This is an optimization exercise on Yosys and OpenROAD, whose aim is small area, not a production implementation.
In this exercise RTL edits were held to simulation tests only and were not proved equivalent to the original.

--- design/flow/run.sh ---
#!/bin/bash
# synth_recipe.tcl (not shown) runs the flow's synth.tcl, then flattens the netlist and writes it again
# the make line also repeats each setting of config.mk as NAME=value (left out here)
make -C /OpenROAD-flow-scripts/flow DESIGN_CONFIG=/design/flow/config.mk WORK_HOME=/design/flow/orfs CLKGATE_MAP_FILE= SYNTH_SCRIPT=/design/flow/synth_recipe.tcl finish
--- design/flow/config.mk ---
export PLATFORM = sky130hd
export DESIGN_NAME = rtd_ecb
export DESIGN_NICKNAME = rtd_ecb
export VERILOG_FILES = /design/flow/design.v
export SDC_FILE = /design/flow/constraint.sdc
export NUM_CORES = 4
export LEC_CHECK = 0
export CAP_MARGIN = 20
export CORE_MARGIN = 2
export CORE_UTILIZATION = 40
export SLEW_MARGIN = 20
--- design/flow/constraint.sdc ---
create_clock -name core_clock -period 30.0 [get_ports {clk}]
set_input_delay 6.0000 -clock core_clock [delete_from_list [all_inputs] [get_ports {clk}]]
set_output_delay 6.0000 -clock core_clock [all_outputs]
set_load 0.01 [all_outputs]
--- design/flow/design.v ---
module rtd_crc8_byte (
    input  wire [7:0] crc_in,
    input  wire [7:0] data,
    output reg  [7:0] crc_out
);
    integer i;
    reg [7:0] c;
    always @* begin
        c = crc_in;
        for (i = 0; i < 8; i = i + 1) begin
            if (c[0] ^ data[i])
                c = (c >> 1) ^ 8'h8C;
            else
                c = c >> 1;
        end
        crc_out = c;
    end
endmodule
module rtd_crc8_frame (
    input  wire [7:0] b1,
    input  wire [7:0] b2,
    input  wire [7:0] b3,
    input  wire [7:0] b4,
    input  wire [7:0] b5,
    output wire [7:0] crc
);
    wire [7:0] c1, c2, c3, c4;
    rtd_crc8_byte u1 (.crc_in(8'h00), .data(b1), .crc_out(c1));
    rtd_crc8_byte u2 (.crc_in(c1),    .data(b2), .crc_out(c2));
    rtd_crc8_byte u3 (.crc_in(c2),    .data(b3), .crc_out(c3));
    rtd_crc8_byte u4 (.crc_in(c3),    .data(b4), .crc_out(c4));
    rtd_crc8_byte u5 (.crc_in(c4),    .data(b5), .crc_out(crc));
endmodule
module rtd_ecb #(
    parameter integer TICKS_PER_MS     = 100,
    parameter [15:0]  TIME_PENALTY     = 16'hFFFF,
    parameter integer REACT_TIMEOUT_MS = 1000,
    parameter integer SHAKE_TIMEOUT_MS = 3000,
    parameter integer THR_HIGH         = 8000,
    parameter integer THR_LOW          = 3000,
    parameter integer EMA_SHIFT        = 4,
    parameter integer AXIS_A           = 0,      
    parameter integer AXIS_B           = 1
) (
    input  wire        clk,
    input  wire        rst,         
    input  wire        cmd_valid,
    input  wire [31:0] cmd,
    input  wire        tick,
    input  wire        btn_edge,
    input  wire        smp_valid,
    input  wire [47:0] smp_data,    
    output reg         rsp_valid,
    output reg  [31:0] rsp
);
    localparam [1:0] MODE_NONE = 2'd0, MODE_REACTION = 2'd1, MODE_SHAKE = 2'd2;
    localparam [31:0] REACT_LIMIT = REACT_TIMEOUT_MS * TICKS_PER_MS;
    localparam [31:0] SHAKE_LIMIT = SHAKE_TIMEOUT_MS * TICKS_PER_MS;
    localparam [7:0] OP_NOP = 8'h00, OP_CRCCLR = 8'h01, OP_CRCUPD = 8'h02,
                     OP_SETADDR = 8'h04, OP_ERRCLR = 8'h05, OP_TXHDR = 8'h08,
                     OP_TXDAT = 8'h09, OP_RXCLR = 8'h0C, OP_RXPUSH = 8'h0D,
                     OP_RXCHK = 8'h0E, OP_START = 8'h10, OP_GO = 8'h11,
                     OP_STOP = 8'h12, OP_RDREG = 8'h20;
    reg [7:0]  crc_q, self_q;
    reg [4:0]  err_q;
    reg [7:0]  txb1_q, txb2_q, txb3_q, txb4_q, txb5_q;
    reg [7:0]  rxb0_q, rxb1_q, rxb2_q, rxb3_q, rxb4_q, rxb5_q, rxb6_q;
    reg [3:0]  rxn_q;
    reg [31:0] tb_q;
    reg [1:0]  mode_q;
    reg [7:0]  param_q;
    reg        go_flag_q, btn_flag_q, early_q, tmo_q, done_q;
    reg [31:0] go_ts_q, btn_ts_q;
    reg [15:0] result_q;
    reg [31:0] fa_q, fb_q;
    reg        seeded_q, peaked_q;
    reg [7:0]  count_q, target_q;
    reg [17:0] energy_q;
    reg [7:0]  crc_n, self_n;
    reg [4:0]  err_n;
    reg [7:0]  txb1_n, txb2_n, txb3_n, txb4_n, txb5_n;
    reg [7:0]  rxb0_n, rxb1_n, rxb2_n, rxb3_n, rxb4_n, rxb5_n, rxb6_n;
    reg [3:0]  rxn_n;
    reg [31:0] tb_n;
    reg [1:0]  mode_n;
    reg [7:0]  param_n;
    reg        go_flag_n, btn_flag_n, early_n, tmo_n, done_n;
    reg [31:0] go_ts_n, btn_ts_n;
    reg [15:0] result_n;
    reg [31:0] fa_n, fb_n;
    reg        seeded_n, peaked_n;
    reg [7:0]  count_n, target_n;
    reg [17:0] energy_n;
    reg [31:0] rsp_n;
    wire [7:0] tx_crc;
    rtd_crc8_frame u_tx_crc (
        .b1(txb1_q), .b2(txb2_q), .b3(txb3_q), .b4(txb4_q), .b5(txb5_q),
        .crc(tx_crc)
    );
    wire [7:0] rx_crc;
    rtd_crc8_frame u_rx_crc (
        .b1(rxb1_q), .b2(rxb2_q), .b3(rxb3_q), .b4(rxb4_q), .b5(rxb5_q),
        .crc(rx_crc)
    );
    wire [7:0] crc_upd;
    rtd_crc8_byte u_crc_upd (.crc_in(crc_q), .data(cmd[23:16]), .crc_out(crc_upd));
    wire       e_len   = (rxn_q != 4'd7);
    wire       e_start = (rxb0_q != 8'h0A);
    wire       e_crc   = (rxb6_q != rx_crc);
    wire       e_dest  = (rxb1_q != self_q) && (rxb1_q != 8'hFF);
    wire [2:0] cause   = e_len ? 3'd1 : e_start ? 3'd2 : e_crc ? 3'd3 : e_dest ? 3'd4 : 3'd0;
    wire [31:0] rxstat = {21'd0, cause, 3'b000, e_dest, e_crc, e_start, e_len, (cause == 3'd0)};
    wire [31:0] elapsed_ticks = tb_q - go_ts_q;
    wire [31:0] elapsed_ms    = elapsed_ticks / TICKS_PER_MS;
    wire signed [15:0] smp_x = smp_data[47:32];
    wire signed [15:0] smp_y = smp_data[31:16];
    wire signed [15:0] smp_z = smp_data[15:0];
    wire signed [15:0] smp_a = (AXIS_A == 0) ? smp_x : (AXIS_A == 1) ? smp_y : smp_z;
    wire signed [15:0] smp_b = (AXIS_B == 0) ? smp_x : (AXIS_B == 1) ? smp_y : smp_z;
    wire signed [31:0] a32 = {{16{smp_a[15]}}, smp_a};
    wire signed [31:0] b32 = {{16{smp_b[15]}}, smp_b};
    wire signed [31:0] fa_s = fa_q;
    wire signed [31:0] fb_s = fb_q;
    wire signed [31:0] fa_upd = seeded_q ? (fa_s - (fa_s >>> EMA_SHIFT) + a32) : (a32 <<< EMA_SHIFT);
    wire signed [31:0] fb_upd = seeded_q ? (fb_s - (fb_s >>> EMA_SHIFT) + b32) : (b32 <<< EMA_SHIFT);
    wire signed [31:0] da = a32 - (fa_upd >>> EMA_SHIFT);
    wire signed [31:0] db = b32 - (fb_upd >>> EMA_SHIFT);
    wire [31:0] abs_da = da[31] ? -da : da;
    wire [31:0] abs_db = db[31] ? -db : db;
    wire [31:0] energy_sum = abs_da + abs_db;
    wire [7:0] op = cmd[31:24];
    wire [7:0] fa_op = cmd[23:16];
    wire [7:0] fb_op = cmd[15:8];
    wire [7:0] fc_op = cmd[7:0];
    wire rdreg_ok = (fa_op <= 8'h0C) || (fa_op >= 8'h10 && fa_op <= 8'h16) ||
                    (fa_op >= 8'h18 && fa_op <= 8'h21);
    reg        legal;
    reg [1:0]  phase_v;
    reg [31:0] status_v;
    reg [7:0]  count_v;
    reg        peaked_v;
    reg [31:0] tb_inc;
    reg [31:0] limit_v;
    always @* begin
        crc_n = crc_q;   self_n = self_q;   err_n = err_q;
        txb1_n = txb1_q; txb2_n = txb2_q; txb3_n = txb3_q; txb4_n = txb4_q; txb5_n = txb5_q;
        rxb0_n = rxb0_q; rxb1_n = rxb1_q; rxb2_n = rxb2_q; rxb3_n = rxb3_q;
        rxb4_n = rxb4_q; rxb5_n = rxb5_q; rxb6_n = rxb6_q; rxn_n = rxn_q;
        tb_n = tb_q;     mode_n = mode_q; param_n = param_q;
        go_flag_n = go_flag_q; go_ts_n = go_ts_q;
        btn_flag_n = btn_flag_q; btn_ts_n = btn_ts_q;
        early_n = early_q; tmo_n = tmo_q; done_n = done_q; result_n = result_q;
        fa_n = fa_q; fb_n = fb_q; seeded_n = seeded_q; peaked_n = peaked_q;
        count_n = count_q; target_n = target_q; energy_n = energy_q;
        rsp_n = 32'd0;
        legal = 1'b0;
        phase_v = 2'd0;
        status_v = 32'd0;
        count_v = 8'd0;
        peaked_v = 1'b0;
        tb_inc = 32'd0;
        limit_v = 32'd0;
        if (btn_edge && mode_n == MODE_REACTION && !btn_flag_n && !done_n) begin
            btn_flag_n = 1'b1;
            btn_ts_n   = tb_q;
            if (!go_flag_n) begin
                early_n = 1'b1;
            end else begin
                result_n = elapsed_ms[15:0];
                done_n   = 1'b1;
            end
        end
        if (smp_valid && mode_n == MODE_SHAKE && !done_n) begin
            fa_n      = fa_upd;
            fb_n      = fb_upd;
            seeded_n  = 1'b1;
            energy_n  = energy_sum[17:0];
            if (go_flag_n) begin
                peaked_v = peaked_n;
                count_v  = count_n;
                if (!peaked_n && energy_sum > THR_HIGH) begin
                    peaked_v = 1'b1;
                end else if (peaked_n && energy_sum < THR_LOW) begin
                    peaked_v = 1'b0;
                    count_v  = count_n + 8'd1;
                end
                peaked_n = peaked_v;
                count_n  = count_v;
                if (count_v >= target_n) begin
                    result_n = elapsed_ms[15:0];
                    done_n   = 1'b1;
                end
            end
        end
        if (cmd_valid) begin
            case (op)
                OP_NOP, OP_CRCCLR, OP_ERRCLR, OP_RXCLR, OP_RXCHK, OP_GO, OP_STOP:
                    legal = (cmd[23:0] == 24'd0);
                OP_CRCUPD, OP_SETADDR, OP_RXPUSH:
                    legal = (cmd[15:0] == 16'd0);
                OP_RDREG:
                    legal = (cmd[15:0] == 16'd0) && rdreg_ok;
                OP_TXHDR:
                    legal = 1'b1;
                OP_TXDAT:
                    legal = (fa_op == 8'd0);
                OP_START:
                    legal = (fc_op == 8'd0) && (fa_op == 8'd1 || fa_op == 8'd2);
                default:
                    legal = 1'b0;
            endcase
            if (!legal) begin
                err_n[0] = 1'b1;
            end else begin
                case (op)
                    OP_CRCCLR: crc_n = 8'h00;
                    OP_CRCUPD: crc_n = crc_upd;
                    OP_SETADDR: self_n = fa_op;
                    OP_ERRCLR: err_n = 5'd0;
                    OP_TXHDR: begin
                        txb1_n = fa_op; txb2_n = fb_op; txb3_n = fc_op;
                    end
                    OP_TXDAT: begin
                        txb4_n = fb_op; txb5_n = fc_op;
                    end
                    OP_RXCLR: begin
                        rxb0_n = 8'd0; rxb1_n = 8'd0; rxb2_n = 8'd0; rxb3_n = 8'd0;
                        rxb4_n = 8'd0; rxb5_n = 8'd0; rxb6_n = 8'd0; rxn_n = 4'd0;
                    end
                    OP_RXPUSH: begin
                        case (rxn_q)
                            4'd0: rxb0_n = fa_op;
                            4'd1: rxb1_n = fa_op;
                            4'd2: rxb2_n = fa_op;
                            4'd3: rxb3_n = fa_op;
                            4'd4: rxb4_n = fa_op;
                            4'd5: rxb5_n = fa_op;
                            4'd6: rxb6_n = fa_op;
                            default: ;
                        endcase
                        rxn_n = (rxn_q < 4'd7) ? rxn_q + 4'd1 : 4'd8;
                    end
                    OP_RXCHK: begin
                        err_n = err_n | rxstat[5:1];
                        rsp_n = rxstat;
                    end
                    OP_START, OP_STOP: begin
                        go_flag_n = 1'b0; go_ts_n = 32'd0;
                        btn_flag_n = 1'b0; btn_ts_n = 32'd0;
                        early_n = 1'b0; tmo_n = 1'b0; done_n = 1'b0; result_n = 16'd0;
                        fa_n = 32'd0; fb_n = 32'd0; seeded_n = 1'b0; peaked_n = 1'b0;
                        count_n = 8'd0; target_n = 8'd0; energy_n = 18'd0;
                        if (op == OP_START) begin
                            mode_n  = fa_op[1:0];
                            param_n = fb_op;
                            if (fa_op == 8'd2) target_n = fb_op;
                        end else begin
                            mode_n  = MODE_NONE;
                            param_n = 8'd0;
                        end
                    end
                    OP_GO: begin
                        if (mode_n != MODE_NONE && !go_flag_n && !done_n) begin
                            go_flag_n = 1'b1;
                            go_ts_n   = tb_q;
                            if (mode_n == MODE_REACTION && early_n) begin
                                result_n = TIME_PENALTY;
                                done_n   = 1'b1;
                            end
                        end
                    end
                    OP_RDREG: begin
                        if (mode_n == MODE_NONE)  phase_v = 2'd0;
                        else if (done_n)          phase_v = 2'd3;
                        else if (go_flag_n)       phase_v = 2'd2;
                        else                      phase_v = 2'd1;
                        status_v = {21'd0, seeded_n, peaked_n, done_n, tmo_n, early_n,
                                    btn_flag_n, go_flag_n, phase_v, mode_n};
                        case (fa_op)
                            8'h00: rsp_n = {24'd0, crc_n};
                            8'h01: rsp_n = {24'd0, self_n};
                            8'h02: rsp_n = {27'd0, err_n};
                            8'h03: rsp_n = status_v;
                            8'h04: rsp_n = tb_n;
                            8'h05: rsp_n = go_ts_n;
                            8'h06: rsp_n = btn_ts_n;
                            8'h07: rsp_n = {16'd0, result_n};
                            8'h08: rsp_n = {24'd0, param_n};
                            8'h09: rsp_n = {16'd0, count_n, target_n};
                            8'h0A: rsp_n = fa_n;
                            8'h0B: rsp_n = fb_n;
                            8'h0C: rsp_n = {14'd0, energy_n};
                            8'h10: rsp_n = 32'h0000000A;
                            8'h11: rsp_n = {24'd0, txb1_n};
                            8'h12: rsp_n = {24'd0, txb2_n};
                            8'h13: rsp_n = {24'd0, txb3_n};
                            8'h14: rsp_n = {24'd0, txb4_n};
                            8'h15: rsp_n = {24'd0, txb5_n};
                            8'h16: rsp_n = {24'd0, tx_crc};
                            8'h18: rsp_n = {24'd0, rxb0_n};
                            8'h19: rsp_n = {24'd0, rxb1_n};
                            8'h1A: rsp_n = {24'd0, rxb2_n};
                            8'h1B: rsp_n = {24'd0, rxb3_n};
                            8'h1C: rsp_n = {24'd0, rxb4_n};
                            8'h1D: rsp_n = {24'd0, rxb5_n};
                            8'h1E: rsp_n = {24'd0, rxb6_n};
                            8'h1F: rsp_n = {28'd0, rxn_n};
                            8'h20: rsp_n = rxstat;
                            8'h21: rsp_n = {16'd0, rxb4_n, rxb5_n};
                            default: rsp_n = 32'd0;
                        endcase
                    end
                    default: ;
                endcase
            end
        end
        if (tick) begin
            tb_inc = tb_q + 32'd1;
            tb_n   = tb_inc;
            if (go_flag_n && !done_n) begin
                limit_v = (mode_n == MODE_REACTION) ? REACT_LIMIT : SHAKE_LIMIT;
                if (tb_inc - go_ts_n >= limit_v) begin
                    result_n = TIME_PENALTY;
                    tmo_n    = 1'b1;
                    done_n   = 1'b1;
                end
            end
        end
    end
    always @(posedge clk) begin
        if (rst) begin
            crc_q <= 8'h00; self_q <= 8'hFF; err_q <= 5'd0;
            txb1_q <= 8'd0; txb2_q <= 8'd0; txb3_q <= 8'd0; txb4_q <= 8'd0; txb5_q <= 8'd0;
            rxb0_q <= 8'd0; rxb1_q <= 8'd0; rxb2_q <= 8'd0; rxb3_q <= 8'd0;
            rxb4_q <= 8'd0; rxb5_q <= 8'd0; rxb6_q <= 8'd0; rxn_q <= 4'd0;
            tb_q <= 32'd0; mode_q <= MODE_NONE; param_q <= 8'd0;
            go_flag_q <= 1'b0; go_ts_q <= 32'd0; btn_flag_q <= 1'b0; btn_ts_q <= 32'd0;
            early_q <= 1'b0; tmo_q <= 1'b0; done_q <= 1'b0; result_q <= 16'd0;
            fa_q <= 32'd0; fb_q <= 32'd0; seeded_q <= 1'b0; peaked_q <= 1'b0;
            count_q <= 8'd0; target_q <= 8'd0; energy_q <= 18'd0;
            rsp_valid <= 1'b0; rsp <= 32'd0;
        end else begin
            crc_q <= crc_n; self_q <= self_n; err_q <= err_n;
            txb1_q <= txb1_n; txb2_q <= txb2_n; txb3_q <= txb3_n; txb4_q <= txb4_n; txb5_q <= txb5_n;
            rxb0_q <= rxb0_n; rxb1_q <= rxb1_n; rxb2_q <= rxb2_n; rxb3_q <= rxb3_n;
            rxb4_q <= rxb4_n; rxb5_q <= rxb5_n; rxb6_q <= rxb6_n; rxn_q <= rxn_n;
            tb_q <= tb_n; mode_q <= mode_n; param_q <= param_n;
            go_flag_q <= go_flag_n; go_ts_q <= go_ts_n; btn_flag_q <= btn_flag_n; btn_ts_q <= btn_ts_n;
            early_q <= early_n; tmo_q <= tmo_n; done_q <= done_n; result_q <= result_n;
            fa_q <= fa_n; fb_q <= fb_n; seeded_q <= seeded_n; peaked_q <= peaked_n;
            count_q <= count_n; target_q <= target_n; energy_q <= energy_n;
            rsp_valid <= cmd_valid;
            rsp <= rsp_n;
        end
    end
endmodule
==> run notes <==
[logic make-up (layout without fill, tap and decap cells)]
family	after synthesis	count (layout)	synth area share [%]
xor+xnor	576	576	13.3
buf+inv	627	616	6.85
compound gates	1423	1423	25.8
other cells	1	5	0.00983
mux	188	188	5.04
flops	380	380	19.9
fa+ha+maj	308	308	11.4
simple gates	1453	1453	17.7
[synthesized netlist by cell type, types with 124 or more instances]
cell type | n | area, sq um
a21o_1 | 124 | 931
a21oi_1 | 442 | 2210
clkbuf_1 | 160 | 601
dfxtp_1 | 380 | 7610
ha_1 | 240 | 3000
inv_1 | 378 | 1420
mux2i_1 | 171 | 1710
nand2_1 | 364 | 1370
nor2_1 | 575 | 2160
o21ai_0 | 158 | 791
xnor2_1 | 342 | 3000
xor2_1 | 232 | 2030
[routing by layer]
metal  up-vias  routed length (microns)  GRT usage (%)
met1     16900                    55300           32.6
met3       256                     6710           3.18
met2      1036                    57400           40.9
met5         -                       13              0
met4         2                     5820           10.5
li1      17400                        -              -
[worst max-delay path: cells and delay by family]
kind	cells	cell delay [ns]
AOI/OAI and AO/OA	65	11.65
xor gates and xnor gates	2	0.22
adders and majority gates	5	1.95
buffers and inverters	5	1.23
muxes	2	0.48
and+or+nand+nor	17	2.37
[flip-flops by register name, summed over array words and instances, names as in the netlist, 16 cells and up]
| name | count |
|---|---|
| tb_q | 32 |
| result_q | 16 |
| rsp | 32 |
| btn_ts_q | 32 |
| energy_q | 18 |
| fb_q | 32 |
| go_ts_q | 32 |
| fa_q | 32 |
[stage by stage]
stage                     instance area [sq um]  utilization [%]
after floorplan                           38200                -
after global placement                    40000             42.3
after detailed placement                  40000             42.3
after CTS                                 41600             43.9
after global routing                      41600             44.0
final                                     41600             44.0
[path summary, 6_finish.rpt]
kind,end,cells after the start,slack [ns]
max,rsp[11]$_SDFF_PP0_,96,6.53
min,btn_ts_q[21]$_SDFF_PP0_,2,0.45
max reg2reg,rsp[0]$_SDFF_PP0_,60,9.16
min reg2reg,btn_ts_q[21]$_SDFF_PP0_,2,0.45
[layout make-up]
cell class / count / area, sq um
repair buffers: 153 / 1400
diodes: 1 / 2.50
inverters: 379 / 1420
multi-input cells: 3952 / 28000
flip-flops and latches: 380 / 7610
fillers: 9751 / 53100
clock inverters: 30 / 373
clock buffers: 54 / 1210
well taps: 1265 / 1580
==> impl_metrics.json <==
{
  "outcome": "complete, no violations",
  "dp.cells": 6129,
  "drive_gt1_share_pct": 5.60,
  "worst_slew_pin_slew_ns": 1.19,
  "design.portCount": 119,
  "timing.rr.start": "go_ts_q[14]$_SDFF_PP0_",
  "syn2layout_area_growth_pct": 9.15,
  "min_from": "btn_ts_q[21]$_SDFF_PP0_",
  "cp.required_ns": 30.47,
  "drt_iter0_markers": 3158,
  "fin_crit_sh_pct": 78.2,
  "hold_viol_final": 0,
  "cts_buffers": 45,
  "synth_edf_count": 0,
  "clock_latency_ns": 0.64,
  "cp_max_fo": 28,
  "worst_slack_ns": 6.53,
  "cpMostUsedCell": "a21oi_1",
  "gr-usage-all-layers_pct": 24.8,
  "cts_resized": 0,
  "h-tree-depth": 2,
  "ys_seq_area_share_pct": 19.9,
  "fin_cells": 6214,
  "min_path_type": "register to register",
  "synth-main-ff-cell": "dfxtp_1",
  "maxCapViolCount": 0,
  "start_kind": "input pin",
  "die_x_microns": 313,
  "place_hpwl_microns": 97700,
  "fin_crit_ns": 23.47,
  "gp_congestion": 1.00,
  "crit_path_end_kind": "register",
  "rows": 113,
  "synth_warnings": 2,
  "cts.clk_slew.worst_paths_ns": 0.06,
  "yosys.cell_types.count": 142,
  "start_util_pct": 40.3,
  "root_buffer": "clkbuf_16",
  "relSlewSlack_pct": 18.5,
  "crit_arrival_ns": 23.95,
  "setup_violations": 0,
  "grt_max_degree": 83,
  "antenna_found_initial": 2,
  "firstDrtPassIters": 8,
  "cpPeakStageDelay_ns": 0.56,
  "drv_slew": 0,
  "fin_setup_tns_ns": 0,
  "wl_microns": 125000,
  "clockBufferDepth": 3,
  "synthCells": 4956,
  "cts_sinks": 380,
  "syn_avg_cell_area_sq_um": 7.70,
  "core_area_sq_um": 94700,
  "wl_per_cell_microns": 20.1,
  "postCtsHoldBufs": 0,
  "fin_hold_ws_ns": 0.454,
  "synth_seq_cells": 380,
  "rsz0062_at_grt": "false",
  "final_antenna_net_count": 0,
  "nNetsFinal": 5304,
  "grt_overflow_total": 0,
  "crit_type": "input pin to register",
  "crit_slowest_cell": "clkdlybuf4s50_1",
  "syn_area_sq_um": 38200,
  "fp.dieH_microns": 313,
  "cts_tree": "done",
  "viasPerCell": 5.73,
  "final_common_cell": "nor2_1",
  "cts_setup_buffers": 0,
  "worstSetupStartpoint": "smp_data[33]",
  "layout_common_cells": "nor2_1, a21oi_1, dfxtp_1, inv_1, nand2_1",
  "drc": 0,
  "vias": 35600,
  "dieArea_sq_um": 97900,
  "fmax_mhz": 42.6,
  "first_global_vias": 33700,
  "dp_slack_ns": 6.16,
  "synthArstFlopShare_pct": 0,
  "finClkSkew_ns": 0.0552,
  "portBuffers": 102,
  "grt_pass1_wl_microns": 195000
}

re-timing with driven ports:
Ports are ideal in the flow. The routed layout listed here was re-timed in OpenROAD.
Step 1 assumes that a clkbuf_16 drives the clock port and a buf_2 every other input.
Step 2 also shifts input and output timing later by t, the mid clock arrival at the registers, as if the neighbouring blocks saw the same clock.
a / b / c = ideal / step 1 / step 2; a / b = the first two.
t, ns: 0.679
slack for setup (ns): 6.527 / 6.565 / 5.885
hold slack, ns: 0.454 / 0.454 / 0.454
After both steps this run still meets setup and hold. For this run, drivers alone change the setup slack by +0.038 ns; drivers and shift together by -0.642 ns.
